From an optimization exercise on the open Yosys and OpenROAD flow, aimed at small area, a short achievable clock period and few clock cycles per item; shortcuts taken in it are not production practice.
Where RTL was checked, it was by simulation tests only, not by an equivalence proof against the original.
For runs 3 to 6, only the layout was checked, not whether the RTL still works.
Power and IR drop assume default switching activity.

## flow/config.mk

```make
export PLATFORM = sky130hd
export DESIGN_NAME = gf2_rank
export DESIGN_NICKNAME = gf2_rank
export VERILOG_FILES = /design/flow/design.v
export SDC_FILE = /design/flow/constraint.sdc
export NUM_CORES = 4
export LEC_CHECK = 0
export CAP_MARGIN = 20
export CORE_MARGIN = 2
export CORE_UTILIZATION = 50
export CTS_BUF_LIST = sky130_fd_sc_hd__clkbuf_8
export CTS_CLUSTER_DIAMETER = 80
export CTS_CLUSTER_SIZE = 16
export SLEW_MARGIN = 20
```

## flow/constraint.sdc

```tcl
create_clock -name core_clock -period 12.0 [get_ports {clk}]
set_input_delay 2.4000 -clock core_clock [delete_from_list [all_inputs] [get_ports {clk}]]
set_output_delay 2.4000 -clock core_clock [all_outputs]
set_load 0.01 [all_outputs]
```

## flow/design.v

```verilog
module gf2_rank (
    input  wire         clk,
    input  wire         rst,
    input  wire         start,
    input  wire [4:0]   rows_in,
    input  wire [5:0]   cols_in,
    output wire         ready,
    input  wire         row_valid,
    input  wire [31:0]  row_in,       
    output wire         row_ready,
    output reg          done,
    output wire [2:0]   err,
    output wire [5:0]   rank_out
);
    localparam NMAX = 32;
    localparam [NMAX-1:0] CUT = (32'd1 << 3) | (32'd1 << 9) | (32'd1 << 15) | (32'd1 << 21) | (32'd1 << 27);
    localparam FIRST = 3;              
    reg        loading;                    
    reg  [4:0] rem;                        
    reg        bad_r;                      
    reg        bad_q;                      
    reg  [4:0] cnt;                        
    reg  [4:0] rank_q;                     
    reg  [NMAX-1:0] valid;                 
    reg  [5:0] n_r;                        
    reg        init;                       
    reg        rdy;                        
    assign ready     = rdy;
    assign row_ready = loading;
    assign err       = {1'b0, bad_q, bad_q};
    assign rank_out  = {1'b0, rank_q};
    wire take      = row_valid & loading;
    wire take_last = take & (rem == 5'd1);
    wire flush     = rst | start;
    wire [NMAX*(NMAX+1)-1:0] rbus;
    wire [NMAX:0] lbus, pbus, ebus;
    assign rbus[NMAX-1:0] = row_in;
    assign lbus[0] = take;
    assign pbus[0] = take;
    assign ebus[0] = take_last;
    wire [NMAX-1:0] fin_v, now_v, pre_v;
    genvar c;
    generate
        for (c = 0; c < NMAX; c = c + 1) begin : col
            wire [NMAX-1:0] rin;
            wire            lin, pin, ein;
            if (c > 0 && CUT[c]) begin : pipe
                reg [NMAX-1:0] r;
                reg            l, p, e;
                always @(posedge clk) begin
                    r <= rbus[NMAX*c +: NMAX];
                    if (flush) begin
                        l <= 1'b0;
                        p <= 1'b0;
                        e <= 1'b0;
                    end else begin
                        l <= lbus[c];
                        p <= pbus[c];
                        e <= ebus[c];
                    end
                end
                assign rin = r;
                assign lin = l;
                assign pin = p;
                assign ein = e;
            end else begin : thru
                assign rin = rbus[NMAX*c +: NMAX];
                assign lin = lbus[c];
                assign pin = pbus[c];
                assign ein = ebus[c];
            end
            reg  [NMAX-1:0] slot;
            wire [NMAX-1:0] hi  = ~((32'd2 << c) - 32'd1);
            wire            hit = rin[c];
            wire            put = lin & hit & ~valid[c];
            wire            red = hit & valid[c];
            always @(posedge clk)
                if (put)
                    slot <= rin & hi;
            assign rbus[NMAX*(c+1) +: NMAX] = rin ^ ({NMAX{red}} & slot & hi);
            assign lbus[c+1] = lin & ~(hit & ~valid[c]);
            assign pbus[c+1] = pin;
            assign ebus[c+1] = ein;
            if (c < FIRST) begin : v0
                always @(posedge clk)
                    valid[c] <= (start & (cols_in <= c)) | (~start & (valid[c] | put));
            end else begin : v1
                always @(posedge clk)
                    valid[c] <= (init & (n_r <= c)) | (~init & (valid[c] | put));
            end
            if (c >= FIRST && (c == NMAX - 1 || CUT[c+1])) begin : cend
                wire sel;
                if (c == NMAX - 1)
                    assign sel = (n_r > lo(c));
                else if (lo(c) == FIRST)
                    assign sel = (n_r <= c + 1);
                else
                    assign sel = (n_r > lo(c)) & (n_r <= c + 1);
                wire lq, pq;
                if (c == NMAX - 1) begin : stat
                    reg l, p;
                    always @(posedge clk)
                        if (flush) begin
                            l <= 1'b0;
                            p <= 1'b0;
                        end else begin
                            l <= lbus[c+1];
                            p <= pbus[c+1];
                        end
                    assign lq = l;
                    assign pq = p;
                end else begin : nxt
                    assign lq = col[c+1].pipe.l;
                    assign pq = col[c+1].pipe.p;
                end
                assign fin_v[c] = sel & ebus[c+1];
                assign now_v[c] = sel & pbus[c+1] & ~lbus[c+1];
                assign pre_v[c] = sel & pq & ~lq;
            end else begin : cmid
                assign fin_v[c] = 1'b0;
                assign now_v[c] = 1'b0;
                assign pre_v[c] = 1'b0;
            end
        end
    endgenerate
    function integer lo;
        input integer c;
        integer i;
        begin
            lo = 0;
            for (i = 1; i <= c; i = i + 1)
                if (CUT[i])
                    lo = i;
        end
    endfunction
    wire fin = |fin_v;                     
    wire now = |now_v;                     
    wire pre = |pre_v;                     
    wire       clr   = start | bad_r;
    wire [4:0] acc   = cnt + {4'd0, pre};
    wire [4:0] rnk_1 = clr ? 5'd0 : acc + 5'd1;
    wire [4:0] rnk_0 = clr ? 5'd0 : acc;
    always @(posedge clk) begin
        if (rst) begin
            done    <= 1'b0;
            init    <= 1'b0;
        end else begin
            done <= (start && rows_in == 5'd0) || fin;
            init <= start;
        end
        rdy     <= rst | (start & (rows_in == 5'd0)) | (~start & (rdy | fin));
        loading <= ~rst & ((start & (rows_in != 5'd0)) | (~start & loading & ~take_last));
        bad_q   <= start ? ((rows_in > 5'd16) | (cols_in > 6'd32)) : bad_r;
        if (start) begin
            n_r   <= cols_in;
            rem   <= rows_in;
            bad_r <= (rows_in > 5'd16) || (cols_in > 6'd32);
        end else if (take) begin
            rem   <= rem - 5'd1;
        end
        cnt    <= start ? 5'd0 : acc;
        rank_q <= now ? rnk_1 : rnk_0;
    end
endmodule
```

## flow/flow/run.sh

```bash
#!/bin/bash
set -euo pipefail
bash standard.sh SETUP_SLACK_MARGIN=8.35 "BUFFER_PORTS_ARGS=-buffer_cell sky130_fd_sc_hd__buf_2" finish > make_finish.log 2>&1
```

## flow/standard.sh

```bash
#!/bin/bash
# synth_recipe.tcl (not shown) runs the flow's synth.tcl, then flattens the netlist and writes it again
# the make line also repeats each setting of config.mk as NAME=value (left out here)
make -C /OpenROAD-flow-scripts/flow DESIGN_CONFIG=/design/flow/config.mk WORK_HOME=/design/flow/orfs CLKGATE_MAP_FILE= SYNTH_SCRIPT=/design/flow/synth_recipe.tcl "${@:-finish}"
```

==> summary.md, run 1 <==
| Metric | Value |
|---|---|
| GRT Total Usage | 0.170 |
| Worst-Margin Slew | approximately 0.88 ns |
| Vias in the first global route | 16200 |
| Final WL | between 40000 and 50000 µm |
| Post-synthesis mux area share | 0.00952 |
| Leak | around 10 nW |
| Port buffer count | 56 |
| Leading cell type in the layout, fill and taps excluded | edfxtp_1 |
| Core area | 56600 µm² |
| Worst R2R Setup Slack | 8.57 ns |
| Synth Instances | 2328 |
| Post-synth top area cell | edfxtp_1 |
| Top cell type's share of synthesized area | 0.530 |
| Num rows | 87 |
| Maximum vdd drop | ~0.10 mV |
| Synth Area in Adders | 0.00217 |
| WHS Path Cells | 0 |
| Yosys reg bits | between 600 and 700 |
| Setup WS pre-CTS | 7.17 ns |
| Share of post-route cells with drive strength above 1 | 0.115 |
| Post-Route Skew | 0.0269 ns |
| Seq/Total Area, Yosys | 0.634 |
| RSZ-0062 raised after global routing | false |
| PwrDens | about 190 nW/µm² |
| Worst skew pair latency | between 0.6 and 0.7 ns |
| # DRC | 0 |
| Crit-path max FO | 10 |
| Status | finished clean |
| CTS tree | built |
| CP endpoint kind | flop |
| Crit path required time | approximately 13 ns |
| Fmax | 277 MHz |
| Max-slew violations | 0 |
| Crit Path Class | in2reg |
| Via density | 5.08 |
| Syn_area_per_cell | 12.4 µm² |
| Mapped cell area | about 29000 µm² |
| Arr. time, crit path | roughly 4.2 ns |
| H-tree depth | 2 |
| Final Cycle Share | 0.301 |
| Min-delay worst type | reg2reg |
| Final Setup Violations | 0 |
| Remaining Overflow, GRT | 0 |
| Most frequent cell on the critical path | and2_4 |
| Compound-Gate Fraction of Synth Area | 0.0449 |
| Nets | 2435 |
| Final hold violations | 0 |
| Clk buf depth | 3 |
| Die X | 244 µm |
| Unique masters post-synth | 94 |
| Drt first-iter violations | 838 |
| Wire length of the first global-routing pass | 83000 µm |
| Die Y | 244 µm |
| Dominant cells by area after synthesis | edfxtp_1 (53%), xnor2_1 (14%), dfxtp_1 (10%) |
| Largest family of logic cells by synthesized area | XOR/XNOR gates |
| Worst hold start | col[3].pipe.r[27]$_DFF_P_ |
| Post-layout min period | 3.61 ns |
| R2R cell count | 11 |
| Critical-path cell with the highest stage delay | xnor2_4 |
| Gpl congestion | a little under 0.8 |
| R2r startpoint | valid[21]$_DFF_P_ |
| Final worst slack | 8.39 ns |
| Hpwl dp | 33900 µm |
| Hold Path End | col[3].slot[27]$_DFFE_PP_ |
| Simple-gate share of the synthesized area | 0.129 |
| Pin count of the biggest net entering global routing | 52 |
| Drt wl/cell | 15.7 µm |
| EDFF count, synth | ~510 |
| Post-route ant nets | 0 |
| Worst flop-to-flop path endpoint | rank_q[1]$_DFF_P_ |
| Synth-to-layout area growth | 8.11% |
| Initial antenna violation count | 1 |
| Total Neg Setup Slack | 0 ns |
| YS warnings | 1 |
| Most used flip-flop cell after synthesis | edfxtp_1 |
| Most frequent cells in the layout | edfxtp_1 (508), nand2_1 (497), xnor2_1 (454), dfxtp_1 (142), inv_1 (79) |
| CTS sink cnt | ~660 |
| Asr flop ratio synth | 0 |
| Drt pass-1 iters | 5 |
| Initial Utilization | 0.508 |
| Die area | between 50000 and 60000 µm² |
| Post-CTS Hold Fix Bufs | 0 |
| Synth Area in XOR/XNOR | 0.159 |
| CP Cell Sequence | clkbuf_4, and2_4, nand2_2, xnor2_4, and2_4, nand2_2, xnor2_4, and2_4, buf_12, nand2_4, xnor2_1 |
| DR vias | approximately 16000 |
| Slew HR | 0.416 |
| CTS root buffer | clkbuf_8 |
| CP startpoint kind | input pin |
| Max Cap Violations | 0 |
| Delay of the slowest critical-path stage | 0.33 ns |
| I/O pin cnt | 59 |
| Clock Pin Slew Worst Setup and Hold Paths | 0.10 ns |
| CTS Buf Count | 47 |
[final cells by class]
cell class / instances / area (µm²)
Fill cell: 4873 / 25500
Sequential cell: 657 / 18200
Multi-Input combinational cell: 1544 / 10300
Tap cell: 756 / 946
Clock buffer: 47 / 647
Timing Repair Buffer: 88 / 581
Clock inverter: 40 / 181
Inverter: 45 / 169
Antenna cell: 1 / 2.50
[worst max-delay path: cells and delay by family]
kind	cells	cell delay (ns)
and+or+nand+nor	6	0.78
xor gates and xnor gates	3	0.61
buffers and inverters	2	0.34
[routing by layer]
metal | up-vias | part of all wire | GRT usage
met3 | 60 | 0.035 | 0.0261
met2 | 211 | 0.50 | 0.291
met4 | 0 | 0.018 | 0.0441
met1 | 7799 | 0.45 | 0.226
met5 | - | 0 | 0
li1 | 8071 | - | -
[what timing repair did]
item                                   CTS  global route
setup endpoints to repair              148           168
setup buffers                            9             1
endpoints found under the hold margin    0             0
cloned                                   6             0
resized for setup                       19            30
pin swaps                                5             3
[synthesized netlist by cell type, types with 7 or more instances]
library cell  count
xnor2_1         461
o21ai_0          45
and3_1           15
nand2b_1          7
nor3_1           32
a21oi_1          41
nor2b_1          17
nand3_1          55
nand3b_1         12
o211ai_1          7
inv_1            44
nand2_1         510
buf_4            12
buf_2            14
xnor2_2           8
a211oi_1          8
edfxtp_1        508
dfxtp_1         149
nor4_1            7
o21bai_1         11
nand2_4          10
mux2i_1          10
clkbuf_1         51
mux2_2            7
and2_1           33
or2_2            10
o22ai_1           7
xor2_1           27
nor2_1           76
[power breakdown]
part | internal, mW | leakage (nW) | switching, mW | total [mW]
registers | 2.81 | 5.83 | 0.138 | 2.94
clock network | 0.376 | 0.550 | 0.708 | 1.08
logic | 0.775 | 3.83 | 0.990 | 1.77
total | 3.96 | 10.2 | 1.84 | 5.79
[worst max-delay path by stage]
stage	startpoint	end	slack (ns)	cells after the start
finish	row_in[0]	col[3].pipe.r[27]$_DFF_P_	8.39	11
global route	valid[15]$_DFF_P_	col[21].pipe.r[25]$_DFF_P_	8.33	10
CTS	valid[9]$_DFF_P_	col[14].slot[27]$_DFFE_PP_	8.34	11
detailed placement	row_in[0]	col[3].pipe.r[7]$_DFF_P_	7.17	10
global placement	row_in[0]	col[3].pipe.r[17]$_DFF_P_	7.22	10
floorplan	row_in[0]	col[3].pipe.r[21]$_DFF_P_	8.12	11
[registers in the layout (all words and copies together), names as in the netlist, 5 cells and up]
name and flops:
col.pipe.p 5, valid 32, rem 5, n_r 6, rank_q 5, col.pipe.e 5, col.slot 496, col.pipe.l 5
cnt 5, col.pipe.r 85
[logic make-up after synthesis]
kind of cell / Yosys count
xor+xnor: 503
flops: 657
other cells: 1
simple gates: 822
fa+ha+maj: 5
buf+inv: 134
compound gates: 184
mux: 22
[stage by stage]
step	instance area, µm²	std cells	total power, mW	hold WS, ns	utilization
after floorplan	29000	2329	4.41	0.406	-
after global placement	29900	3073	4.69	0.437	0.528
after detailed placement	29900	3074	4.73	0.438	0.528
after CTS	31000	3176	5.85	0.434	0.547
after global routing	31100	3178	6.14	0.451	0.550
final	31100	3178	5.79	0.436	0.550
Testbench counts, summed over its fixed seeds: cycles 12,029, items 960.
==> run 2: changes to the inputs <==
--- a/flow/config.mk
+++ b/flow/config.mk
@@ -8,5 +8,5 @@
 export CAP_MARGIN = 20
 export CORE_MARGIN = 2
-export CORE_UTILIZATION = 50
+export CORE_UTILIZATION = 65
 export CTS_BUF_LIST = sky130_fd_sc_hd__clkbuf_8
 export CTS_CLUSTER_DIAMETER = 80
==> summary.md, run 2 <==
| Metric | Value |
|---|---|
| Status | finished clean |
| Crit-path max FO | 12 (+2) |
| Fmax | 276 MHz (-0.16%) |
| Asr flop ratio synth | 0 (unchanged) |
| Clk buf depth | 3 (unchanged) |
| Worst-Margin Slew | 0.989 ns (+0.113 ns) |
| Final hold violations | 0 (unchanged) |
| Initial antenna violation count | 1 (unchanged) |
| Top-count cell post-synth | nand2_1 |
| CTS sink cnt | 657 (unchanged) |
| Commonest cells in the netlist | nand2_1 (510), edfxtp_1 (508), xnor2_1 (461) |
| I/O pin cnt | 59 (unchanged) |
| Yosys reg bits | 657 (unchanged) |
| EDFF count, synth | 508 (unchanged) |
| Total Neg Setup Slack | 0 ns (unchanged) |
| Dominant cells by area after synthesis | edfxtp_1 (53%), xnor2_1 (14%), dfxtp_1 (10%) |
| Crit path required time | 12.39 ns (-0.15 ns) |
| Min-delay worst type | reg2reg |
| Post-synth top area cell | edfxtp_1 |
| Mapped cell area | 28800 µm² (unchanged) |
| Most used flip-flop cell after synthesis | edfxtp_1 |
| Maximum vdd drop | 0.118 mV (+16%) |
| Initial Utilization | 0.655 (+0.147) |
| Filler instances | 3225 (-34%) |
| Internal power | 3.96 mW (about the same) |
| Pin count of the biggest net entering global routing | 52 (unchanged) |
| Synth-to-layout area growth | 7.51% |
| Gpl congestion | 0.811 (+3.6%) |
| Crit Path Class | in2reg |
| Drt wl/cell | 16.6 µm (+5.7%) |
| Nets | 2433 (-0.082%) |
| Share of post-route cells with drive strength above 1 | 0.117 (+0.00170) |
| Port buffer count | 56 (unchanged) |
| Biggest regs | col.slot (496), col.pipe.r (85), valid (32) |
| Wire length of the first global-routing pass | 83600 µm (+0.71%) |
| Die X | 214 µm (-12%) |
| Most flops, register | col.slot |
| Unique masters post-synth | 94 (unchanged) |
| CTS root buffer | clkbuf_8 |
| Arr. time, crit path | 4.01 ns (-0.14 ns) |
| Final instance area | 30900 µm² (-0.56%) |
| Seq/Total Area, Yosys | 0.634 (unchanged) |
| PwrDens | 187 nW/µm² (+0.39%) |
| Largest register FFs | 496 (unchanged) |
| Combinational group share of total power | 0.305 (about the same) |
| Final WL | 50000 µm (+0.25%) |
| Die area | 46000 µm² (-23%) |
| Via density | 5.40 (+6.3%) |
| Die Y | 214 µm (-12%) |
| Sequential share of power | 0.509 (about the same) |
| Hpwl dp | 34100 µm (+0.50%) |
| Post-route ant nets | 0 (unchanged) |
| Worst R2R Setup Slack | 8.52 ns (-0.05 ns) |
| Vias in the first global route | 16600 (+2.1%) |
| Max Cap Violations | 0 (unchanged) |
| Multi-input combinational cell area | 10400 µm² (+0.27%) |
| Post-layout min period | 3.62 ns (+0.00579 ns) |
| YS warnings | 1 (unchanged) |
| Post-CTS Hold Fix Bufs | 0 (unchanged) |
| Num rows | 77 (-11%) |
| Drt first-iter violations | 991 (+18%) |
| Max-slew violations | 0 (unchanged) |
| Slew HR | 0.336 (-0.0801) |
| Drt pass-1 iters | 5 (unchanged) |
| Total power | 5.78 mW (-0.17%) |
| Leak | 10.2 nW (about the same) |
| Sw Share | 0.315 (-0.00163) |
| Core area | 43900 µm² (-22%) |
| Leading cell type in the layout, fill and taps excluded | edfxtp_1 |
| H-tree depth | 2 (unchanged) |
| Post-Route Skew | 0.0256 ns (-0.00126 ns) |
| Area after DPL | 29700 µm² (-0.75%) |
| GRT Total Usage | 0.223 (+0.0529) |
| DR vias | 16300 (+0.82%) |
| Top cell type's share of synthesized area | 0.530 (unchanged) |
| Remaining Overflow, GRT | 0 (unchanged) |
| Most frequent cells in the layout | edfxtp_1 (508), nand2_1 (497), xnor2_1 (455), dfxtp_1 (141), inv_1 (79) |
| Synth Instances | 2328 (unchanged) |
| Final Cycle Share | 0.302 (+0.000482) |
| # DRC | 0 (unchanged) |
| Syn_area_per_cell | 12.4 µm² (unchanged) |
| RSZ-0062 raised after global routing | false |
| CTS Buf Count | 47 (unchanged) |
| Final Setup Violations | 0 (unchanged) |
| Share of total power in the clock network | 0.186 (about the same) |
| Clock Pin Slew Worst Setup and Hold Paths | 0.11 ns (about the same) |
| Register area | 18300 µm² (about the same) |
| Worst skew pair latency | 0.66 ns (about the same) |
| CP endpoint kind | flop |
| CP startpoint kind | input pin |
| Net Switching | 1.82 mW (-0.69%) |
| CTS tree | built |
-- run 2: critical path: stages --
cell and delay, ns:
buf_6 0.12, and2_4 0.16, nand2_2 0.08, xnor2_4 0.18, and2_4 0.17, nand2_2 0.08, xnor2_4 0.35, and3_4 0.29
buf_12 0.15
-- run 2: layer usage --
layer / GRT usage / up-vias / wire length (µm)
li1: - / 8068 / -
met1: 0.291 / 7949 / 22100
met2: 0.398 / 195 / 25700
met3: 0.0268 / 61 / 1350
met4: 0.0546 / 0 / 836
met5: 0 / - / 0
-- run 2: metrics by stage --
step                 util  hold WS [ns]  worst slack, ns  instances
floorplan               -         0.406             8.12       2329
global placement    0.675         0.436             7.16       2907
detailed placement  0.675         0.437             7.10       2907
CTS                 0.700         0.451             8.34       3009
global route        0.704         0.473             8.31       3013
finish              0.704         0.448             8.38       3013
-- run 2: path summary, 6_finish.rpt --
path / start / endpoint / cells past startpoint
max reg2reg: col[3].pipe.r[3]$_DFF_P_ / rank_q[0]$_DFF_P_ / 11
max: row_in[0] / col[2].slot[14]$_DFFE_PP_ / 9
min reg2reg: col[15].pipe.r[23]$_DFF_P_ / col[15].slot[23]$_DFFE_PP_ / 0
min: col[15].pipe.r[23]$_DFF_P_ / col[15].slot[23]$_DFFE_PP_ / 0
-- run 2: kinds of logic (layout without fill, tap and decap cells) --
kind of cell             after synthesis  after routing  share of synthesized area
AO/OA/AOI/OAI                        184            184                     0.0449
XOR/XNOR                             503            503                      0.159
adder cells (fa/ha/maj)                5              5                    0.00217
buffers and inverters                134            219                     0.0216
flip-flops                           657            657                      0.634
multiplexers                          22             22                    0.00952
other                                  1              3                   0.000130
AND/OR/NAND/NOR                      822            828                      0.129
-- run 2: final cells by class --
| type | count | share of cell area |
|---|---|---|
| antenna | 1 | 0.0000809 |
| timing repair buffer | 86 | 0.0188 |
| sequential | 657 | 0.590 |
| clock inverter | 40 | 0.00546 |
| inverter | 45 | 0.00546 |
| multi-input combinational | 1544 | 0.335 |
| clock buffer | 48 | 0.0214 |
| tap | 592 | 0.0239 |
-- run 2: what timing repair did --
action | 4_1_cts | 5_1_grt
setup buffers | 8 | 3
gates cloned | 6 | 0
endpoints found under the setup margin | 149 | 207
gates resized for setup | 25 | 33
pin swaps | 5 | 4
-- run 2: power groups by stage --
stage	Sequential [mW]	Combinational [mW]	Clock, mW
floorplan	2.93	1.48	0
global placement	2.99	1.67	0
detailed placement	2.99	1.73	0
CTS	2.94	1.76	1.11
global route	2.97	1.96	1.20
finish	2.95	1.77	1.07
==> run 3: changes to the inputs <==
--- a/flow/design.v
+++ b/flow/design.v
@@ -14,5 +14,5 @@
 );
     localparam NMAX = 32;
-    localparam [NMAX-1:0] CUT = (32'd1 << 3) | (32'd1 << 9) | (32'd1 << 15) | (32'd1 << 21) | (32'd1 << 27);
+    localparam [NMAX-1:0] CUT = (32'd1 << 3) | (32'd1 << 10) | (32'd1 << 17) | (32'd1 << 24);
     localparam FIRST = 3;              
     reg        loading;                    
--- a/flow/config.mk
+++ b/flow/config.mk
@@ -8,7 +8,5 @@
 export CAP_MARGIN = 20
 export CORE_MARGIN = 2
-export CORE_UTILIZATION = 65
+export CORE_UTILIZATION = 50
 export CTS_BUF_LIST = sky130_fd_sc_hd__clkbuf_8
-export CTS_CLUSTER_DIAMETER = 80
-export CTS_CLUSTER_SIZE = 16
 export SLEW_MARGIN = 20
==> summary.md, run 3 <==
| Metric | Value |
|---|---|
| Die Y | 242 µm (+13%) |
| Drt first-iter violations | 840 (-15%) |
| Crit path required time | 12.60 ns (+0.21 ns) |
| Post-synth top area cell | edfxtp_1 |
| Clock Pin Slew Worst Setup and Hold Paths | 0.05 ns (-0.06 ns) |
| Drt pass-1 iters | 5 (unchanged) |
| Hold Path End | col[3].slot[16]$_DFFE_PP_ |
| Num rows | 87 (+13%) |
| Total Neg Setup Slack | 0 ns (unchanged) |
| Initial antenna violation count | 1 (unchanged) |
| Worst R2R Setup Slack | 8.01 ns (-0.51 ns) |
| Biggest regs | col.slot (496), col.pipe.r (74), valid (32) |
| Filler instances | 4667 (+45%) |
| Clk buf depth | 3 (unchanged) |
| Final Setup Violations | 0 (unchanged) |
| Asr flop ratio synth | 0 (unchanged) |
| Leak | 11.1 nW (+8.8%) |
| Wire length of the first global-routing pass | 87000 µm (+4.1%) |
| Remaining Overflow, GRT | 0 (unchanged) |
| Nets | 2554 (+5.0%) |
| Share of total power in the clock network | 0.287 (+0.101) |
| Worst skew pair latency | 0.68 ns (+0.02 ns) |
| Initial Utilization | 0.504 (-0.151) |
| Min-delay worst type | reg2reg |
| Synth-to-layout area growth | 17.2% |
| Layout Utilization | 0.590 (-0.114) |
| Arr. time, crit path | 4.58 ns (+0.57 ns) |
| Via density | 5.01 (-7.3%) |
| Internal power | 4.59 mW (+16%) |
| Final Cycle Share | 0.332 (+0.0306) |
| RSZ-0062 raised after global routing | true |
| Maximum vdd drop | 0.112 mV (-4.7%) |
| Drt wl/cell | 15.6 µm (-6.3%) |
| Final hold violations | 0 (unchanged) |
| Area after DPL | 29600 µm² (-0.24%) |
| Top cell type's share of synthesized area | 0.539 (+0.00919) |
| CTS sink cnt | 643 (-2.1%) |
| Vias in the first global route | 17200 (+3.6%) |
| Pin count of the biggest net entering global routing | 37 (-29%) |
| Mapped cell area | 28300 µm² (-1.7%) |
| Core area | 56200 µm² (+28%) |
| CP endpoint kind | flop |
| R2r startpoint | col[24].pipe.r[24]$_DFF_P_ |
| WHS Path Cells | 0 (unchanged) |
| Slew HR | 0.291 (-0.0450) |
| Sw Share | 0.301 (-0.0141) |
| Setup WS pre-CTS | 7.15 ns (+0.0430 ns) |
| Share of post-route cells with drive strength above 1 | 0.192 (+0.0750) |
| Post-layout min period | 3.99 ns (+0.367 ns) |
| Register area | 18000 µm² (-1.4%) |
| Leading cell type in the layout, fill and taps excluded | edfxtp_1 |
| CP startpoint kind | flop |
| EDFF count, synth | 508 (unchanged) |
| Largest register FFs | 496 (unchanged) |
| Net Switching | 1.98 mW (+8.4%) |
| # DRC | 0 (unchanged) |
| CTS Buf Count | 106 (+130%) |
| Fmax | 251 MHz (-9.2%) |
| CTS tree | built |
| Die area | 58500 µm² (+27%) |
| Most frequent cells in the layout | edfxtp_1 (508), nand2_1 (481), xnor2_1 (444), clkbuf_8 (128), dfxtp_1 (120) |
| Final instance area | 33100 µm² (+7.1%) |
| Final worst slack | 8.01 ns (-0.367 ns) |
| YS warnings | 1 (unchanged) |
| Worst hold start | col[3].pipe.r[16]$_DFF_P_ |
| DR vias | 16800 (+3.1%) |
| R2R cell count | 14 (+3) |
| Commonest cells in the netlist | nand2_1 (513), edfxtp_1 (508), xnor2_1 (462) |
| Max Cap Violations | 0 (unchanged) |
| GRT Total Usage | 0.181 (-0.0416) |
| Multi-input combinational cell area | 10800 µm² (+3.8%) |
| Seq/Total Area, Yosys | 0.635 (+0.00108) |
| Most used flip-flop cell after synthesis | edfxtp_1 |
| Dominant cells by area after synthesis | edfxtp_1 (54%), xnor2_1 (14%), dfxtp_1 (9.6%) |
| Final WL | 52100 µm (+4.3%) |
| Port buffer count | 56 (unchanged) |
| Top-count cell post-synth | nand2_1 |
| Post-CTS Hold Fix Bufs | 0 (unchanged) |
| Crit Path Class | reg2reg |
| Max-slew violations | 0 (unchanged) |
| Syn_area_per_cell | 12.2 µm² (-1.4%) |
| Final hold slack | 0.448 ns (-0.000251 ns) |
| Worst flop-to-flop path endpoint | rank_q[2]$_DFF_P_ |
| PwrDens | 198 nW/µm² (+5.9%) |
| Post-Route Skew | 0.0407 ns (+0.0150 ns) |
| Yosys reg bits | 643 (-2.1%) |
| Synth Instances | 2320 (-0.34%) |
| Hpwl dp | 33900 µm (-0.50%) |
| Post-route ant nets | 0 (unchanged) |
| Crit-path max FO | 6 (-6) |
| H-tree depth | 3 (+1) |
| Worst-Margin Slew | 1.06 ns (+0.0712 ns) |
| Gpl congestion | 0.770 (-5.0%) |
| I/O pin cnt | 59 (unchanged) |
| Combinational group share of total power | 0.284 (-0.021) |
| Most flops, register | col.slot |
| Die X | 242 µm (+13%) |
| CTS root buffer | clkbuf_8 |
| Status | finished clean |
| Unique masters post-synth | 89 (-5.3%) |
| Sequential share of power | 0.429 (-0.080) |
[run 3: layout make-up]
class | instances | share of cell area
Clock buffer | 128 | 0.0531
Antenna cell | 1 | 0.0000755
Clock inverter | 73 | 0.0119
Multi-Input combinational cell | 1551 | 0.325
Timing Repair Buffer | 145 | 0.0329
Inverter | 55 | 0.00623
Tap cell | 756 | 0.0285
Sequential cell | 643 | 0.543
[run 3: per-layer routing]
layer / GRT usage / up-vias / routed length, µm
met2: 0.319 / 227 / 26700
met5: 0 / - / 0
li1: - / 8376 / -
met1: 0.226 / 8104 / 22700
met4: 0.0548 / 0 / 905
met3: 0.0350 / 78 / 1770
[run 3: power groups by stage]
stage	logic [mW]	clock network, mW	registers [mW]
3_3_place_gp	1.56	0	2.85
4_1_cts	1.79	1.95	2.81
3_5_place_dp	1.61	0	2.86
2_1_floorplan	1.35	0	2.80
5_1_grt	2.05	2.04	2.83
6_report	1.86	1.88	2.82
[run 3: how the worst max path moves through the flow]
stage,start,to,slack (ns),cells after the start
after floorplan,row_in[0],col[3].pipe.r[29]$_DFF_P_,8.10,11
after global placement,valid[3]$_DFF_P_,col[10].pipe.r[27]$_DFF_P_,7.20,14
after detailed placement,row_in[0],col[3].pipe.r[3]$_DFF_P_,7.15,10
after CTS,col[24].pipe.r[24]$_DFF_P_,rank_q[4]$_DFF_P_,8.05,14
after global routing,col[3].slot[4]$_DFFE_PP_,rank_q[2]$_DFF_P_,7.81,14
final,col[24].pipe.r[24]$_DFF_P_,rank_q[2]$_DFF_P_,8.01,14
[run 3: metrics by stage]
| stage | total power [mW] | instances |
|---|---|---|
| after floorplan | 4.16 | 2321 |
| after global placement | 4.42 | 3071 |
| after detailed placement | 4.47 | 3071 |
| after CTS | 6.55 | 3334 |
| after global routing | 6.93 | 3352 |
| final | 6.57 | 3352 |
[run 3: worst max-delay path, cell delays in order (launching register included)]
cell and delay (ns):
dfxtp_4 0.38, and3_4 0.24, mux2i_4 0.33, xor2_4 0.15, or4_4 0.44, a31o_4 0.27
and3_4 0.20, nor2_4 0.18, nor4_4 0.05, or4_4 0.55, and4_1 0.23, a311o_2 0.42
o21ai_2 0.18, buf_4 0.13, mux2i_1 0.17
[run 3: kinds of logic after synthesis]
group | count (synthesis) | synth area share
AO/OA/AOI/OAI | 195 | 0.0487
XOR/XNOR | 499 | 0.157
adder cells (fa/ha/maj) | 5 | 0.00221
buffers and inverters | 135 | 0.0199
flip-flops | 643 | 0.635
multiplexers | 18 | 0.00681
other | 1 | 0.000133
AND/OR/NAND/NOR | 824 | 0.130
[run 3: repair_timing]
action                     in CTS  in global routing
pin swaps                      37                 19
setup buffers                  52                 16
gates cloned                   10                  1
resized for setup             101                 44
setup endpoints to repair     290                220
==> run 4: changes to the inputs <==
==> flow/flow/run.sh (replaced) <==
#!/bin/bash
set -euo pipefail
bash standard.sh SETUP_SLACK_MARGIN=8.45 "BUFFER_PORTS_ARGS=-buffer_cell sky130_fd_sc_hd__buf_2" finish > make_finish.log 2>&1
--- a/flow/config.mk
+++ b/flow/config.mk
@@ -10,3 +10,5 @@
 export CORE_UTILIZATION = 50
 export CTS_BUF_LIST = sky130_fd_sc_hd__clkbuf_8
+export CTS_CLUSTER_DIAMETER = 80
+export CTS_CLUSTER_SIZE = 16
 export SLEW_MARGIN = 20
==> summary.md, run 4 <==
| Metric | Value |
|---|---|
| Status | finished clean |
| Hold Path End | col[3].slot[14]$_DFFE_PP_ |
| Critical-path cell with the highest stage delay | or4_4 |
| Largest register FFs | 496 (unchanged) |
| Post-layout min period | 3.92 ns (-0.0674 ns) |
| H-tree depth | 2 (-1) |
| Final WL | 54400 µm (+4.4%) |
| CTS sink cnt | 643 (unchanged) |
| Top-count cell post-synth | nand2_1 |
| CTS Buf Count | 46 (-57%) |
| CP Cell Sequence | and3_4, mux2i_4, xor2_4, or4_4, a31o_4, and3_4, nor2_4, nor4_4, or4_4, and4_1, a311o_2, o21ai_2, o21ai_0, a21boi_1 |
| R2R cell count | 14 (unchanged) |
| Worst skew pair latency | 0.68 ns (about the same) |
| Most flops, register | col.slot |
| Port buffer count | 56 (unchanged) |
| Yosys reg bits | 643 (unchanged) |
| WHS Path Cells | 0 (unchanged) |
| Final Cycle Share | 0.327 (-0.00562) |
| Nets | 2523 (-1.2%) |
| Crit-path max FO | 6 (unchanged) |
| Gpl congestion | 0.769 (-0.10%) |
| Delay of the slowest critical-path stage | 0.51 ns (-0.04 ns) |
| Worst hold start | col[3].pipe.r[14]$_DFF_P_ |
| Crit Path Class | reg2reg |
| RSZ-0062 raised after global routing | true |
| Seq/Total Area, Yosys | 0.635 (unchanged) |
| Dominant cells by area after synthesis | edfxtp_1 (54%), xnor2_1 (14%), dfxtp_1 (9.6%) |
| Post-synth top area cell | edfxtp_1 |
| Leading cell type in the layout, fill and taps excluded | edfxtp_1 |
| Syn_area_per_cell | 12.2 µm² (unchanged) |
| CP startpoint kind | flop |
| Unique masters post-synth | 89 (unchanged) |
| Worst R2R Setup Slack | 8.08 ns (+0.07 ns) |
| Final hold violations | 0 (unchanged) |
| CTS tree | built |
| Most used flip-flop cell after synthesis | edfxtp_1 |
| Biggest regs | col.slot (496), col.pipe.r (74), valid (32) |
| Mapped cell area | 28300 µm² (unchanged) |
| Total Neg Setup Slack | 0 ns (unchanged) |
| GRT Total Usage | 0.181 (+0.000240) |
| DR vias | 16800 (+0.17%) |
| PwrDens | 176 nW/µm² (-11%) |
| Crit path required time | 12.60 ns (about the same) |
| EDFF count, synth | 508 (unchanged) |
| Worst flop-to-flop path endpoint | rank_q[4]$_DFF_P_ |
| Drt pass-1 iters | 5 (unchanged) |
| Via density | 5.15 (+2.8%) |
| Drt first-iter violations | 887 (+5.6%) |
| Hpwl dp | 34000 µm (+0.20%) |
| Fmax | 255 MHz (+1.7%) |
| Clock Pin Slew Worst Setup and Hold Paths | 0.10 ns (+0.05 ns) |
| Maximum vdd drop | 0.117 mV (+4.3%) |
| Pin count of the biggest net entering global routing | 43 (+16%) |
| Min-delay worst type | reg2reg |
| Final hold slack | 0.453 ns (+0.00460 ns) |
| Leak | 11.6 nW (+4.3%) |
| Synth Instances | 2320 (unchanged) |
| Synth-to-layout area growth | 18.1% |
| Core area | 56200 µm² (unchanged) |
| Initial antenna violation count | 1 (unchanged) |
| Worst-Margin Slew | 1.07 ns (+0.00753 ns) |
| Num rows | 87 (unchanged) |
| Drt wl/cell | 16.7 µm (+7.1%) |
| Clk buf depth | 3 (unchanged) |
| Filler instances | 4538 (-2.8%) |
| CTS root buffer | clkbuf_8 |
| CP endpoint kind | flop |
| Slew HR | 0.286 (-0.00504) |
| Most frequent cells in the layout | edfxtp_1 (508), nand2_1 (413), xnor2_1 (377), dfxtp_1 (116), inv_1 (86) |
| Max Cap Violations | 0 (unchanged) |
| Final Setup Violations | 0 (unchanged) |
| # DRC | 0 (unchanged) |
| Top cell type's share of synthesized area | 0.539 (unchanged) |
| Die Y | 242 µm (unchanged) |
| Wire length of the first global-routing pass | 87100 µm (+0.16%) |
| Post-CTS Hold Fix Bufs | 0 (unchanged) |
| Vias in the first global route | 17000 (-0.69%) |
| Arr. time, crit path | 4.51 ns (-0.07 ns) |
| Die X | 242 µm (unchanged) |
| Remaining Overflow, GRT | 0 (unchanged) |
| YS warnings | 1 (unchanged) |
| Initial Utilization | 0.504 (unchanged) |
| I/O pin cnt | 59 (unchanged) |
| Share of post-route cells with drive strength above 1 | 0.230 (+0.0385) |
| Post-Route Skew | 0.0387 ns (-0.00199 ns) |
| Max-slew violations | 0 (unchanged) |
| R2r startpoint | col[24].slot[25]$_DFFE_PP_ |
| Asr flop ratio synth | 0 (unchanged) |
| Post-route ant nets | 0 (unchanged) |
| Commonest cells in the netlist | nand2_1 (513), edfxtp_1 (508), xnor2_1 (462) |
| Die area | 58500 µm² (unchanged) |
## run 4: changes by cell type in the layout (fill, tap and decap cells not counted), moves of 6 or more
cell	before	now
nand2_4	3	70
and2_4	10	16
nand2_1	481	413
inv_1	98	86
clkinv_2	13	2
clkinv_1	7	0
xnor2_2	18	80
clkbuf_8	128	46
buf_6	5	23
xnor2_1	444	377
## run 4: report_power, final
group          internal (mW)  switching [mW]
Sequential              2.70           0.108
Clock                  0.366           0.696
Combinational          0.927            1.08
## run 4: final cells by class
cell class	instances	area [µm²]	share of cell area
multi-input combinational	1555	12000	0.358
clock inverter	40	170	0.00509
antenna	1	2.50	0.0000749
clock buffer	46	633	0.0190
sequential	643	18000	0.539
inverter	55	206	0.00618
timing repair buffer	170	1490	0.0445
tap	756	946	0.0283
## run 4: cell families after synthesis
group | count (synthesis) | synth area share
flops | 643 | 0.635
xor+xnor | 499 | 0.157
buf+inv | 135 | 0.0199
compound gates | 195 | 0.0487
fa+ha+maj | 5 | 0.00221
mux | 18 | 0.00681
other cells | 1 | 0.000133
simple gates | 824 | 0.130
## run 4: stage by stage
step	setup slack (ns)	cells	utilization	power, mW	cell area [µm²]
6_report	8.08	3266	0.595	5.88	33400
4_1_cts	8.10	3235	0.570	5.75	32000
5_1_grt	7.89	3266	0.595	6.21	33400
2_1_floorplan	8.08	2321	-	4.16	28900
3_5_place_dp	6.92	3071	0.531	4.47	29800
3_3_place_gp	6.95	3070	0.531	4.42	29800
## run 4: metal layers
layer,track usage,share of wire,vias up
met1,0.226,0.42,8215
met5,0,0,-
met2,0.322,0.51,237
li1,-,-,8268
met4,0.0654,0.034,0
met3,0.0255,0.033,94
## run 4: timing repair
action,4_1_cts,5_1_grt
buffers inserted,64,23
pin swaps,86,62
cloned,14,7
setup endpoints to repair,353,216
resized for setup,163,204
## run 4: worst max-delay path: cells and delay by family, from the launching register on
family	cells	cell delay (ns)
compound gates	5	1.18
mux	1	0.33
simple gates	7	1.81
xor+xnor	1	0.15
flops	1	0.39
## run 4: how the worst max path moves through the flow
| stage | startpoint | to | slack (ns) | cells past startpoint |
|---|---|---|---|---|
| 2_1_floorplan | row_in[0] | col[3].pipe.r[21]$_DFF_P_ | 8.08 | 11 |
| 3_3_place_gp | row_in[0] | col[3].pipe.r[9]$_DFF_P_ | 6.95 | 10 |
| 3_5_place_dp | row_in[0] | col[3].pipe.r[8]$_DFF_P_ | 6.92 | 10 |
| 4_1_cts | col[24].slot[25]$_DFFE_PP_ | rank_q[4]$_DFF_P_ | 8.10 | 14 |
| 5_1_grt | col[3].slot[4]$_DFFE_PP_ | rank_q[4]$_DFF_P_ | 7.89 | 17 |
| 6_report | col[24].slot[25]$_DFFE_PP_ | rank_q[4]$_DFF_P_ | 8.08 | 14 |
==> run 5: changes to the inputs <==
--- a/flow/design.v
+++ b/flow/design.v
@@ -14,5 +14,5 @@
 );
     localparam NMAX = 32;
-    localparam [NMAX-1:0] CUT = (32'd1 << 3) | (32'd1 << 10) | (32'd1 << 17) | (32'd1 << 24);
+    localparam [NMAX-1:0] CUT = (32'd1 << 3) | (32'd1 << 9) | (32'd1 << 16) | (32'd1 << 23) | (32'd1 << 30);
     localparam FIRST = 3;              
     reg        loading;                    
==> summary.md, run 5 <==
| Metric | Value |
|---|---|
| CTS tree | built |
| Die area | 58500 µm² (about the same) |
| Final hold violations | 0 (unchanged) |
| Syn_area_per_cell | 12.2 µm² (+0.44%) |
| CTS Buf Count | 46 (unchanged) |
| Synth Area in XOR/XNOR | 0.157 (-0.000317) |
| Hpwl dp | 33100 µm (-2.5%) |
| Num rows | 87 (unchanged) |
| CTS root buffer | clkbuf_8 |
| Vias in the first global route | 16300 (-4.2%) |
| Drt pass-1 iters | 5 (unchanged) |
| # DRC | 0 (unchanged) |
| Most used flip-flop cell after synthesis | edfxtp_1 |
| Die X | 242 µm (about the same) |
| Post-layout min period | 3.55 ns (-0.371 ns) |
| Final Cycle Share | 0.296 (-0.0309) |
| Clk buf depth | 3 (unchanged) |
| Post-CTS Hold Fix Bufs | 0 (unchanged) |
| R2r startpoint | valid[16]$_DFF_P_ |
| Drt wl/cell | 15.5 µm (-7.2%) |
| Asr flop ratio synth | 0 (unchanged) |
| Max-slew violations | 0 (unchanged) |
| RSZ-0062 raised after global routing | true |
| Worst flop-to-flop path endpoint | rank_q[1]$_DFF_P_ |
| Crit path required time | 9.60 ns (-3.00 ns) |
| Top cell type's share of synthesized area | 0.539 (about the same) |
| H-tree depth | 2 (unchanged) |
| Via density | 5.06 (-1.6%) |
| YS warnings | 1 (unchanged) |
| Setup WS pre-CTS | 6.70 ns (-0.211 ns) |
| Max Cap Violations | 0 (unchanged) |
| Worst R2R Setup Slack | 8.49 ns (+0.41 ns) |
| Cell family with most CP delay | flip-flops |
| Gpl congestion | 0.767 (-0.30%) |
| Total Neg Setup Slack | 0 ns (unchanged) |
| Largest family of logic cells by synthesized area | XOR/XNOR gates |
| Initial Utilization | 0.504 (about the same) |
| Worst-Margin Slew | 0.991 ns (-0.0765 ns) |
| Remaining Overflow, GRT | 0 (unchanged) |
| Most frequent cells in the layout | edfxtp_1 (508), nand2_1 (494), xnor2_1 (442), dfxtp_1 (125), inv_1 (75) |
| Worst skew pair latency | 0.67 ns (about the same) |
| Area after DPL | 29400 µm² (-1.5%) |
| GRT Total Usage | 0.169 (-0.0124) |
| Placed cells | 3046 (-0.81%) |
| Maximum vdd drop | 0.0988 mV (-16%) |
| Share of post-route cells with drive strength above 1 | 0.141 (-0.0896) |
| Post-Route Skew | 0.0405 ns (+0.00183 ns) |
| Slew HR | 0.337 (+0.0515) |
| Initial antenna violation count | 0 (-1) |
| R2R cell count | 14 (unchanged) |
| Final hold slack | 0.447 ns (-0.00592 ns) |
| Synth Instances | 2310 (-0.43%) |
| Port buffer count | 56 (unchanged) |
| Delay of the slowest critical-path stage | 0.36 ns (-0.15 ns) |
| Critical-path cell with the highest stage delay | dfxtp_4 |
| Seq/Total Area, Yosys | 0.640 (+0.00563) |
| Pin count of the biggest net entering global routing | 54 (+26%) |
| N_diodes | 0 (-1) |
| Finished Layout Cells | 3193 (-2.2%) |
| Hold Path End | col[3].slot[6]$_DFFE_PP_ |
| DR vias | 16200 (-3.8%) |
| Fmax | 282 MHz (+10%) |
| Layout Utilization | 0.563 (-0.0318) |
| Final instance area | 31600 µm² (-5.4%) |
| Crit-path max FO | 2 (-4) |
| EDFF count, synth | 508 (unchanged) |
| Final worst slack | 8.45 ns (+0.371 ns) |
| Top-count cell post-synth | edfxtp_1 |
| Dominant cells by area after synthesis | edfxtp_1 (54%), xnor2_1 (14%), dfxtp_1 (10%) |
| Leading cell type in the layout, fill and taps excluded | edfxtp_1 |
| Unique masters post-synth | 81 (-9.0%) |
| Arr. time, crit path | 1.15 ns (-3.36 ns) |
| I/O pin cnt | 59 (unchanged) |
| CP bufs+invs | 1 (+1) |
| Commonest cells in the netlist | edfxtp_1 (508), nand2_1 (498), xnor2_1 (455) |
| Status | finished clean |
| Mapped cell area | 28300 µm² (about the same) |
| Yosys reg bits | 651 (+1.2%) |
| CP Cell Sequence | buf_6 |
| Synth Area in Adders | 0.00221 (about the same) |
| Post-route ant nets | 0 (unchanged) |
| Compound-Gate Fraction of Synth Area | 0.0470 (-0.00168) |
| Core area | 56200 µm² (unchanged) |
| CP startpoint kind | flop |
| Drt first-iter violations | 852 (-3.9%) |
| Wire length of the first global-routing pass | 82300 µm (-5.5%) |
| Final WL | 49300 µm (-9.3%) |
| Post-synthesis mux area share | 0.00597 (-0.000841) |
| Worst hold start | col[3].pipe.r[6]$_DFF_P_ |
| WHS Path Cells | 0 (unchanged) |
| Min-delay worst type | reg2reg |
| PwrDens | 191 nW/µm² (+8.5%) |
| Biggest regs | col.slot (496), col.pipe.r (79), valid (32) |
| Total power | 6.04 mW (+2.6%) |
| Die Y | 242 µm (about the same) |
| Largest register FFs | 496 (unchanged) |
| Nets | 2452 (-2.8%) |
| Crit Path Class | reg2out |
| Final Setup Violations | 0 (unchanged) |
| CTS sink cnt | 651 (+1.2%) |
| Synth-to-layout area growth | 11.7% |
| Simple-gate share of the synthesized area | 0.127 (-0.00292) |
| Most flops, register | col.slot |
| Clock Pin Slew Worst Setup and Hold Paths | 0.11 ns (about the same) |
| Leak | 10.3 nW (-11%) |
| CP endpoint kind | output pin |
| Post-synth top area cell | edfxtp_1 |
## run 5: logic make-up after synthesis
kind of cell             after synthesis
multiplexers                          15
buffers and inverters                135
flip-flops                           651
AO/OA/AOI/OAI                        195
XOR/XNOR                             495
other                                  1
adder cells (fa/ha/maj)                5
AND/OR/NAND/NOR                      813
## run 5: worst max path at each step
stage,slack (ns),cells past startpoint,to,from
2_1_floorplan,8.15,7,col[2].slot[10]$_DFFE_PP_,row_in[0]
3_3_place_gp,6.87,10,col[3].pipe.r[25]$_DFF_P_,row_in[0]
3_5_place_dp,6.70,10,col[3].pipe.r[13]$_DFF_P_,row_in[0]
4_1_cts,8.37,1,row_ready,loading$_DFF_P_
5_1_grt,8.29,13,rank_q[1]$_DFF_P_,valid[16]$_DFF_P_
6_report,8.45,1,row_ready,loading$_DFF_P_
## run 5: what timing repair did
item	4_1_cts	5_1_grt
buffers inserted	30	21
endpoints found under the hold margin	0	0
gates resized for setup	94	71
cloned	7	3
pin swaps	29	26
setup endpoints to repair	273	219
## run 5: final cells by class
class / instances / area, µm²
Multi-Input combinational cell: 1534 / 10600
Tap cell: 756 / 946
Clock buffer: 47 / 647
Inverter: 41 / 154
Timing Repair Buffer: 126 / 943
Fill cell: 4711 / 24600
Sequential cell: 651 / 18200
Clock inverter: 38 / 156
## run 5: power breakdown
group | switching (mW) | total [mW] | internal (mW)
registers | 0.139 | 2.94 | 2.80
logic | 1.11 | 2.04 | 0.926
clock network | 0.689 | 1.06 | 0.371
total | 1.94 | 6.04 | 4.10
## run 5: per-layer routing
metal | global-route usage | up-vias | part of all wire
met5 | 0 | - | 0
met4 | 0.0477 | 0 | 0.023
met3 | 0.0257 | 70 | 0.034
met2 | 0.299 | 205 | 0.51
met1 | 0.215 | 7765 | 0.44
li1 | - | 8130 | -
==> run 6: changes to the inputs <==
--- a/flow/design.v
+++ b/flow/design.v
@@ -14,5 +14,5 @@
 );
     localparam NMAX = 32;
-    localparam [NMAX-1:0] CUT = (32'd1 << 3) | (32'd1 << 9) | (32'd1 << 16) | (32'd1 << 23) | (32'd1 << 30);
+    localparam [NMAX-1:0] CUT = (32'd1 << 3) | (32'd1 << 9) | (32'd1 << 15) | (32'd1 << 22) | (32'd1 << 29);
     localparam FIRST = 3;              
     reg        loading;                    
==> summary.md, run 6 <==
| Metric | Value |
|---|---|
| Crit-path max FO | 5 (+3) |
| PwrDens | 187 nW/µm² (-2.2%) |
| Via density | 5.08 (+0.33%) |
| Yosys reg bits | 654 (+0.46%) |
| Final WL | 50800 µm (+2.9%) |
| Crit path required time | 12.61 ns (+3.01 ns) |
| CP startpoint kind | flop |
| Pin count of the biggest net entering global routing | 42 (-22%) |
| Final hold violations | 0 (unchanged) |
| Initial Utilization | 0.504 (about the same) |
| Status | finished clean |
| Hold Path End | col[29].pipe.e$_SDFF_PP0_ |
| Most frequent cells in the layout | nand2_1 (532), edfxtp_1 (508), xnor2_1 (448), dfxtp_1 (127), inv_1 (77) |
| Total Neg Setup Slack | 0 ns (unchanged) |
| Post-synth top area cell | edfxtp_1 |
| Synth Instances | 2320 (+0.43%) |
| Die Y | 242 µm (about the same) |
| I/O pin cnt | 59 (unchanged) |
| Leading cell type in the layout, fill and taps excluded | nand2_1 |
| Num rows | 87 (unchanged) |
| WHS Path Cells | 1 (+1) |
| Most flops, register | col.slot |
| Remaining Overflow, GRT | 0 (unchanged) |
| Area after DPL | 29400 µm² (about the same) |
| Seq/Total Area, Yosys | 0.644 (+0.00338) |
| Top-count cell post-synth | nand2_1 |
| Drt pass-1 iters | 5 (unchanged) |
| CTS tree | built |
| CTS sink cnt | 654 (+0.46%) |
| Final instance area | 31700 µm² (+0.13%) |
| Delay of the slowest critical-path stage | 0.58 ns (+0.22 ns) |
| EDFF count, synth | 508 (unchanged) |
| Drt wl/cell | 15.7 µm (+1.7%) |
| CP bufs+invs | 0 (-1) |
| Worst flop-to-flop path endpoint | rank_q[2]$_DFF_P_ |
| Post-CTS Hold Fix Bufs | 0 (unchanged) |
| Final Setup Violations | 0 (unchanged) |
| # DRC | 0 (unchanged) |
| Leak | 10.4 nW (+1.0%) |
| Dominant cells by area after synthesis | edfxtp_1 (54%), xnor2_1 (14%), dfxtp_1 (10%) |
| Vias in the first global route | 16600 (+1.5%) |
| Unique masters post-synth | 76 (-6.2%) |
| Most frequent cell on the critical path | xor2_4 |
| DR vias | 16400 (+1.5%) |
| R2R cell count | 12 (-2) |
| Worst skew pair latency | 0.69 ns (+0.02 ns) |
| Cell family with most CP delay | simple AND/OR/NAND/NOR gates |
| Drt first-iter violations | 966 (+13%) |
| Top cell type's share of synthesized area | 0.540 (+0.00105) |
| H-tree depth | 2 (unchanged) |
| CP endpoint kind | flop |
| Post-route ant nets | 0 (unchanged) |
| Min-delay worst type | reg2reg |
| Clock Pin Slew Worst Setup and Hold Paths | 0.11 ns (about the same) |
| Asr flop ratio synth | 0 (unchanged) |
| Mapped cell area | 28200 µm² (-0.19%) |
| Crit Path Class | reg2reg |
| Largest register FFs | 496 (unchanged) |
| Initial antenna violation count | 0 (unchanged) |
| Syn_area_per_cell | 12.2 µm² (-0.62%) |
| Most used flip-flop cell after synthesis | edfxtp_1 |
| Gpl congestion | 0.790 (+3.0%) |
| Crit path depth | 12 (+11) |
| Clk buf depth | 3 (unchanged) |
| RSZ-0062 raised after global routing | true |
| Maximum vdd drop | 0.109 mV (+11%) |
| Slew HR | 0.379 (+0.0419) |
| Critical-path cell with the highest stage delay | or4b_4 |
| CTS root buffer | clkbuf_8 |
| Post-layout min period | 3.59 ns (+0.0415 ns) |
| Die X | 242 µm (about the same) |
| YS warnings | 1 (unchanged) |
| Max Cap Violations | 0 (unchanged) |
| Fmax | 279 MHz (-1.2%) |
| CP Cell Sequence | and3_4, mux2i_4, xor2_4, or4_4, nand4_1, nor3b_4, nand2_2, xor2_4, o31ai_4, or4b_4, or3_1, nand3_1 |
| Worst hold start | col[22].pipe.e$_SDFF_PP0_ |
| Core area | 56100 µm² (-0.19%) |
| Placed cells | 3064 (+0.59%) |
| Share of post-route cells with drive strength above 1 | 0.141 (about the same) |
| Finished Layout Cells | 3230 (+1.2%) |
| Commonest cells in the netlist | nand2_1 (536), edfxtp_1 (508), xnor2_1 (465) |
| CTS Buf Count | 46 (unchanged) |
| Wire length of the first global-routing pass | 83800 µm (+1.8%) |
| Filler instances | 4634 (-1.6%) |
| Arr. time, crit path | 4.20 ns (+3.05 ns) |
| Worst R2R Setup Slack | 8.41 ns (-0.08 ns) |
| Worst-Margin Slew | 0.926 ns (-0.0647 ns) |
| N_diodes | 0 (unchanged) |
| Final Cycle Share | 0.299 (+0.00345) |
| Port buffer count | 56 (unchanged) |
| Nets | 2488 (+1.5%) |
| Die area | 58400 µm² (-0.19%) |
| Biggest regs | col.slot (496), col.pipe.r (82), valid (32) |
| Synth-to-layout area growth | 12.1% |
| Post-Route Skew | 0.0559 ns (+0.0154 ns) |
| R2r startpoint | col[3].slot[4]$_DFFE_PP_ |
| Max-slew violations | 0 (unchanged) |
| GRT Total Usage | 0.173 (+0.00362) |
| Hpwl dp | 33200 µm (about the same) |
run 6: cell count changes in the layout (fill, tap and decap cells not counted), sizes merged, moves of 5 or more:
cell | previous run | this run
nand2 | 498 | 536
nand3 | 75 | 53
buf | 124 | 138
a21oi | 34 | 43
xnor2 | 461 | 468
a211oi | 11 | 5
a31oi | 7 | 13
nor2b | 16 | 22
nor3b | 3 | 8
run 6: what timing repair did:
item,4_1_cts,5_1_grt
resized for setup,100,54
pin swaps,32,19
buffers inserted,43,22
hold endpoints to repair,0,0
setup endpoints to repair,278,199
gates cloned,10,4
run 6: cell type report:
| cell class | instances | area, µm² | share of cell area |
|---|---|---|---|
| repair buffers | 141 | 1030 | 0.0325 |
| multi-input cells | 1552 | 10500 | 0.332 |
| inverters | 41 | 154 | 0.00486 |
| clock buffers | 47 | 647 | 0.0204 |
| well taps | 756 | 946 | 0.0299 |
| flip-flops and latches | 654 | 18200 | 0.576 |
| clock inverters | 39 | 156 | 0.00494 |
run 6: cell families (layout without fill, tap and decap cells):
family / after synthesis / count (layout) / share of synthesized area
mux: 17 / 17 / 0.00634
flops: 654 / 654 / 0.644
compound gates: 193 / 193 / 0.0446
other cells: 1 / 2 / 0.000133
xor+xnor: 496 / 497 / 0.155
fa+ha+maj: 5 / 5 / 0.00222
simple gates: 826 / 838 / 0.129
buf+inv: 128 / 268 / 0.0192
run 6: worst max path at each step:
stage	startpoint	endpoint	slack, ns
floorplan	row_in[0]	col[3].pipe.r[21]$_DFF_P_	8.11
global placement	row_in[0]	col[3].pipe.r[26]$_DFF_P_	6.80
global route	col[9].slot[10]$_DFFE_PP_	rank_q[4]$_DFF_P_	8.26
detailed placement	row_in[0]	col[3].pipe.r[26]$_DFF_P_	6.72
finish	col[3].slot[4]$_DFFE_PP_	rank_q[2]$_DFF_P_	8.41
CTS	loading$_DFF_P_	row_ready	8.39
run 6: where the power goes:
part,leakage [nW],total [mW],switching (mW),internal [mW]
Clock,0.540,1.07,0.696,0.371
Sequential,5.80,2.92,0.129,2.79
Combinational,4.04,1.92,1.05,0.871
Total,10.4,5.91,1.87,4.04
run 6: metal layers:
layer  vias to the layer above  GRT usage  share of wire
met5                         -          0              0
met4                         0     0.0506          0.021
met3                        67     0.0208          0.027
met2                       202      0.312           0.52
met1                      7958      0.217           0.43
li1                       8184          -              -
run 6: through the flow:
stage | util | total power [mW] | hold WS (ns) | setup slack, ns
floorplan | - | 4.32 | 0.403 | 8.11
global placement | 0.524 | 4.62 | 0.437 | 6.80
detailed placement | 0.524 | 4.66 | 0.440 | 6.72
CTS | 0.555 | 5.88 | 0.459 | 8.39
global route | 0.565 | 6.27 | 0.476 | 8.26
finish | 0.565 | 5.91 | 0.457 | 8.41
run 6: worst register-to-register path: cells and delay by family (launching register included):
family	cells	cell delay (ns)
xor+xnor	2	0.43
simple gates	8	2.23
mux	1	0.34
flops	1	0.39
compound gates	1	0.11
==> run 7: changes to the inputs <==
--- a/flow/design.v
+++ b/flow/design.v
@@ -14,5 +14,5 @@
 );
     localparam NMAX = 32;
-    localparam [NMAX-1:0] CUT = (32'd1 << 3) | (32'd1 << 9) | (32'd1 << 15) | (32'd1 << 22) | (32'd1 << 29);
+    localparam [NMAX-1:0] CUT = (32'd1 << 3) | (32'd1 << 9) | (32'd1 << 15) | (32'd1 << 21) | (32'd1 << 27);
     localparam FIRST = 3;              
     reg        loading;                    
==> summary.md, run 7 <==
| Metric | Value |
|---|---|
| Synth Instances | 2328 (+0.34%) |
| Initial Utilization | 0.508 (+0.00477) |
| Post-Route Skew | 0.0441 ns (-0.0118 ns) |
| Vias in the first global route | 16300 (-1.8%) |
| DR vias | 16000 (-2.4%) |
| Final hold slack | 0.452 ns (-0.00518 ns) |
| Syn_area_per_cell | 12.4 µm² (+1.6%) |
| CP bufs+invs | 1 (+1) |
| CP endpoint kind | output pin |
| Largest register FFs | 496 (unchanged) |
| Share of total power in the clock network | 0.187 (+0.007) |
| # DRC | 0 (unchanged) |
| Finished Layout Cells | 3184 (-1.4%) |
| Maximum vdd drop | 0.115 mV (+4.8%) |
| Initial antenna violation count | 1 (+1) |
| Most frequent cells in the layout | edfxtp_1 (508), nand2_1 (507), xnor2_1 (452), dfxtp_1 (130), inv_1 (78) |
| I/O pin cnt | 59 (unchanged) |
| Max-slew violations | 0 (unchanged) |
| Cell family with most CP delay | flip-flops |
| Slew HR | 0.369 (-0.0105) |
| Max Cap Violations | 0 (unchanged) |
| Status | finished clean |
| Pin count of the biggest net entering global routing | 52 (+24%) |
| Sequential share of power | 0.505 (+0.010) |
| Drt wl/cell | 15.5 µm (-1.5%) |
| EDFF count, synth | 508 (unchanged) |
| H-tree depth | 2 (unchanged) |
| CTS Buf Count | 47 (+2.2%) |
| Die X | 244 µm (+0.94%) |
| PwrDens | 187 nW/µm² (about the same) |
| Placed cells | 3072 (+0.26%) |
| Final Cycle Share | 0.294 (-0.00492) |
| CTS root buffer | clkbuf_8 |
| Remaining Overflow, GRT | 0 (unchanged) |
| Final WL | 49300 µm (-2.9%) |
| Clock Pin Slew Worst Setup and Hold Paths | 0.10 ns (about the same) |
| R2R cell count | 11 (-1) |
| Worst skew pair latency | 0.68 ns (about the same) |
| Filler instances | 4750 (+2.5%) |
| Critical-path cell with the highest stage delay | dfxtp_4 |
| Worst-Margin Slew | 0.944 ns (+0.0178 ns) |
| CTS tree | built |
| Worst R2R Setup Slack | 8.67 ns (+0.26 ns) |
| Die Y | 244 µm (+0.94%) |
| WHS Path Cells | 0 (-1) |
| Crit path required time | 9.60 ns (-3.01 ns) |
| Dominant cells by area after synthesis | edfxtp_1 (53%), xnor2_1 (14%), dfxtp_1 (10%) |
| Net Switching | 1.84 mW (-1.6%) |
| Fmax | 283 MHz (+1.7%) |
| Most flops, register | col.slot |
| GRT Total Usage | 0.169 (-0.00402) |
| Die area | 59500 µm² (+1.9%) |
| Seq/Total Area, Yosys | 0.634 (-0.0101) |
| Clk buf depth | 3 (unchanged) |
| Sw Share | 0.316 (-0.00148) |
| Post-synth top area cell | edfxtp_1 |
| Wire length of the first global-routing pass | 82600 µm (-1.5%) |
| Commonest cells in the netlist | nand2_1 (510), edfxtp_1 (508), xnor2_1 (461) |
| Drt first-iter violations | 1037 (+7.3%) |
| Delay of the slowest critical-path stage | 0.36 ns (-0.22 ns) |
| Leak | 10.2 nW (-1.4%) |
| Crit path depth | 1 (-11) |
| Internal power | 4.00 mW (-0.95%) |
| YS warnings | 1 (unchanged) |
| N_diodes | 0 (unchanged) |
| Biggest regs | col.slot (496), col.pipe.r (85), valid (32) |
| Yosys reg bits | 657 (+0.46%) |
| Core area | 56600 µm² (+0.97%) |
| Multi-input combinational cell area | 10400 µm² (-0.79%) |
| CTS sink cnt | 657 (+0.46%) |
| Total Neg Setup Slack | 0 ns (unchanged) |
| Crit-path max FO | 2 (-3) |
| Final Setup Violations | 0 (unchanged) |
| Register area | 18300 µm² (+0.22%) |
| Num rows | 87 (unchanged) |
| Post-layout min period | 3.53 ns (-0.0590 ns) |
| Drt pass-1 iters | 5 (unchanged) |
| Synth-to-layout area growth | 8.60% |
| Post-CTS Hold Fix Bufs | 0 (unchanged) |
| Hpwl dp | 33400 µm (+0.85%) |
| Min-delay worst type | reg2reg |
| RSZ-0062 raised after global routing | true |
| Total power | 5.84 mW (-1.2%) |
| Port buffer count | 56 (unchanged) |
| Most used flip-flop cell after synthesis | edfxtp_1 |
| Nets | 2442 (-1.8%) |
| Final instance area | 31300 µm² (-1.2%) |
| Top cell type's share of synthesized area | 0.530 (-0.0102) |
| Gpl congestion | 0.800 (+1.2%) |
| Share of post-route cells with drive strength above 1 | 0.122 (-0.0183) |
| Asr flop ratio synth | 0 (unchanged) |
| Combinational group share of total power | 0.309 (-0.016) |
| Crit Path Class | reg2out |
| Top-count cell post-synth | nand2_1 |
| Unique masters post-synth | 94 (+24%) |
| Via density | 5.03 (-1.0%) |
| Mapped cell area | 28800 µm² (+1.9%) |
| CP startpoint kind | flop |
| Post-route ant nets | 0 (unchanged) |
| Final hold violations | 0 (unchanged) |
| Area after DPL | 29800 µm² (+1.5%) |
| Leading cell type in the layout, fill and taps excluded | edfxtp_1 |
| Arr. time, crit path | 1.13 ns (-3.07 ns) |
| CP Cell Sequence | buf_6 |
run 7: cell types whose count changed after synthesis, sizes merged, moves of 9 or more:
cell,before,now
clkbuf,61,52
o21bai,1,11
nand2,536,521
buf,26,37
nor3,22,32
run 7: worst paths after layout:
| kind | to | start |
|---|---|---|
| setup / recovery | row_ready | loading$_DFF_P_ |
| hold / removal | col[15].slot[21]$_DFFE_PP_ | col[15].pipe.r[21]$_DFF_P_ |
| setup reg to reg | rank_q[0]$_DFF_P_ | col[21].slot[22]$_DFFE_PP_ |
| hold reg to reg | col[15].slot[21]$_DFFE_PP_ | col[15].pipe.r[21]$_DFF_P_ |
run 7: cell families (layout without fill, tap and decap cells):
| group | after synthesis | after routing | share of synthesized area |
|---|---|---|---|
| other | 1 | 2 | 0.000130 |
| AO/OA/AOI/OAI | 184 | 184 | 0.0449 |
| multiplexers | 22 | 22 | 0.00952 |
| AND/OR/NAND/NOR | 822 | 830 | 0.129 |
| XOR/XNOR | 503 | 504 | 0.159 |
| adder cells (fa/ha/maj) | 5 | 5 | 0.00217 |
| flip-flops | 657 | 657 | 0.634 |
| buffers and inverters | 134 | 224 | 0.0216 |
run 7: layout make-up:
type | instances | share of cell area
flip-flops and latches | 657 | 0.584
multi-input cells | 1547 | 0.333
well taps | 756 | 0.0303
inverters | 45 | 0.00540
clock inverters | 39 | 0.00556
repair buffers | 92 | 0.0201
clock buffers | 48 | 0.0211
run 7: stage by stage:
| stage | util | setup WS [ns] |
|---|---|---|
| 6_report | 0.552 | 8.47 |
| 5_1_grt | 0.552 | 8.38 |
| 4_1_cts | 0.547 | 8.39 |
| 3_5_place_dp | 0.527 | 6.68 |
| 3_3_place_gp | 0.527 | 6.83 |
| 2_1_floorplan | - | 8.12 |
run 7: worst reg2reg max path: cells and delay by family (launching register included):
family | cells | cell delay (ns)
simple gates | 2 | 0.50
compound gates | 8 | 2.00
xor+xnor | 1 | 0.21
flops | 1 | 0.53
run 7: repair_timing:
| item | 4_1_cts | 5_1_grt |
|---|---|---|
| setup endpoints to repair | 190 | 245 |
| pin swaps | 7 | 3 |
| resized for setup | 41 | 43 |
| setup buffers | 6 | 9 |
| gates cloned | 8 | 1 |
run 7: power by group through the flow:
stage / Clock [mW] / Sequential (mW) / Combinational [mW]
finish: 1.09 / 2.95 / 1.80
global route: 1.22 / 2.97 / 2.01
CTS: 1.14 / 2.94 / 1.77
detailed placement: 0 / 3.00 / 1.74
global placement: 0 / 2.99 / 1.69
floorplan: 0 / 2.93 / 1.48
run 7: layer usage:
metal / vias up / share of wire / track usage
met4: 2 / 0.028 / 0.0542
met1: 7647 / 0.45 / 0.216
met2: 208 / 0.49 / 0.294
li1: 8082 / - / -
met5: - / 0.00032 / 0
met3: 75 / 0.031 / 0.0258
Testbench counts of run 7, summed over its fixed seeds: cycles 12,029, items 960.

## separate check: timing with driven ports
In the flow no input, the clock included, has a driving cell. The finished layouts below were timed again as built, in two steps. Step 1 (the two cells are an assumption about what drives the block):
set clk [get_ports {clk}]
set_driving_cell -lib_cell sky130_fd_sc_hd__clkbuf_16 $clk
set_driving_cell -lib_cell sky130_fd_sc_hd__buf_2 [delete_from_list [all_inputs] $clk]
Step 2 moves the port delays by t, midway between the first and last clock arrival at a register: inputs arrive t later, outputs are due t later. That takes back most of the time a late clock gives input paths. Slacks: ideal ports / drivers / drivers and shift; pairs: ideal ports / drivers.
| run | t (ns) | setup slack, ns | worst hold slack (ns) | worst register clock-pin slew, ns | worst slew at a driven data input, ns |
|---|---|---|---|---|---|
| run 1 | 0.714 | 8.387 / 8.396 / 7.707 | 0.436 / 0.436 / 0.436 | 0.11 / 0.11 | 0.03 |
| run 2 | 0.703 | 8.381 / 8.389 / 7.686 | 0.448 / 0.448 / 0.448 | 0.11 / 0.11 | 0.05 |
| run 3 | 0.725 | 8.014 / 8.014 / 7.730 | 0.448 / 0.448 / 0.448 | 0.07 / 0.07 | 0.04 |
| run 4 | 0.718 | 8.081 / 8.081 / 7.835 | 0.453 / 0.453 / 0.453 | 0.11 / 0.11 | 0.04 |
| run 5 | 0.710 | 8.452 / 8.395 / 7.834 | 0.447 / 0.447 / 0.447 | 0.11 / 0.11 | 0.04 |
| run 6 | 0.712 | 8.411 / 8.405 / 7.826 | 0.457 / 0.457 / 0.457 | 0.11 / 0.11 | 0.04 |
| run 7 | 0.710 | 8.470 / 8.414 / 7.833 | 0.452 / 0.452 / 0.452 | 0.11 / 0.11 | 0.04 |
After both steps every run listed still meets setup and hold. For run 2, which loses most, drivers alone change the setup slack by +0.008 ns; drivers and shift together by -0.695 ns.
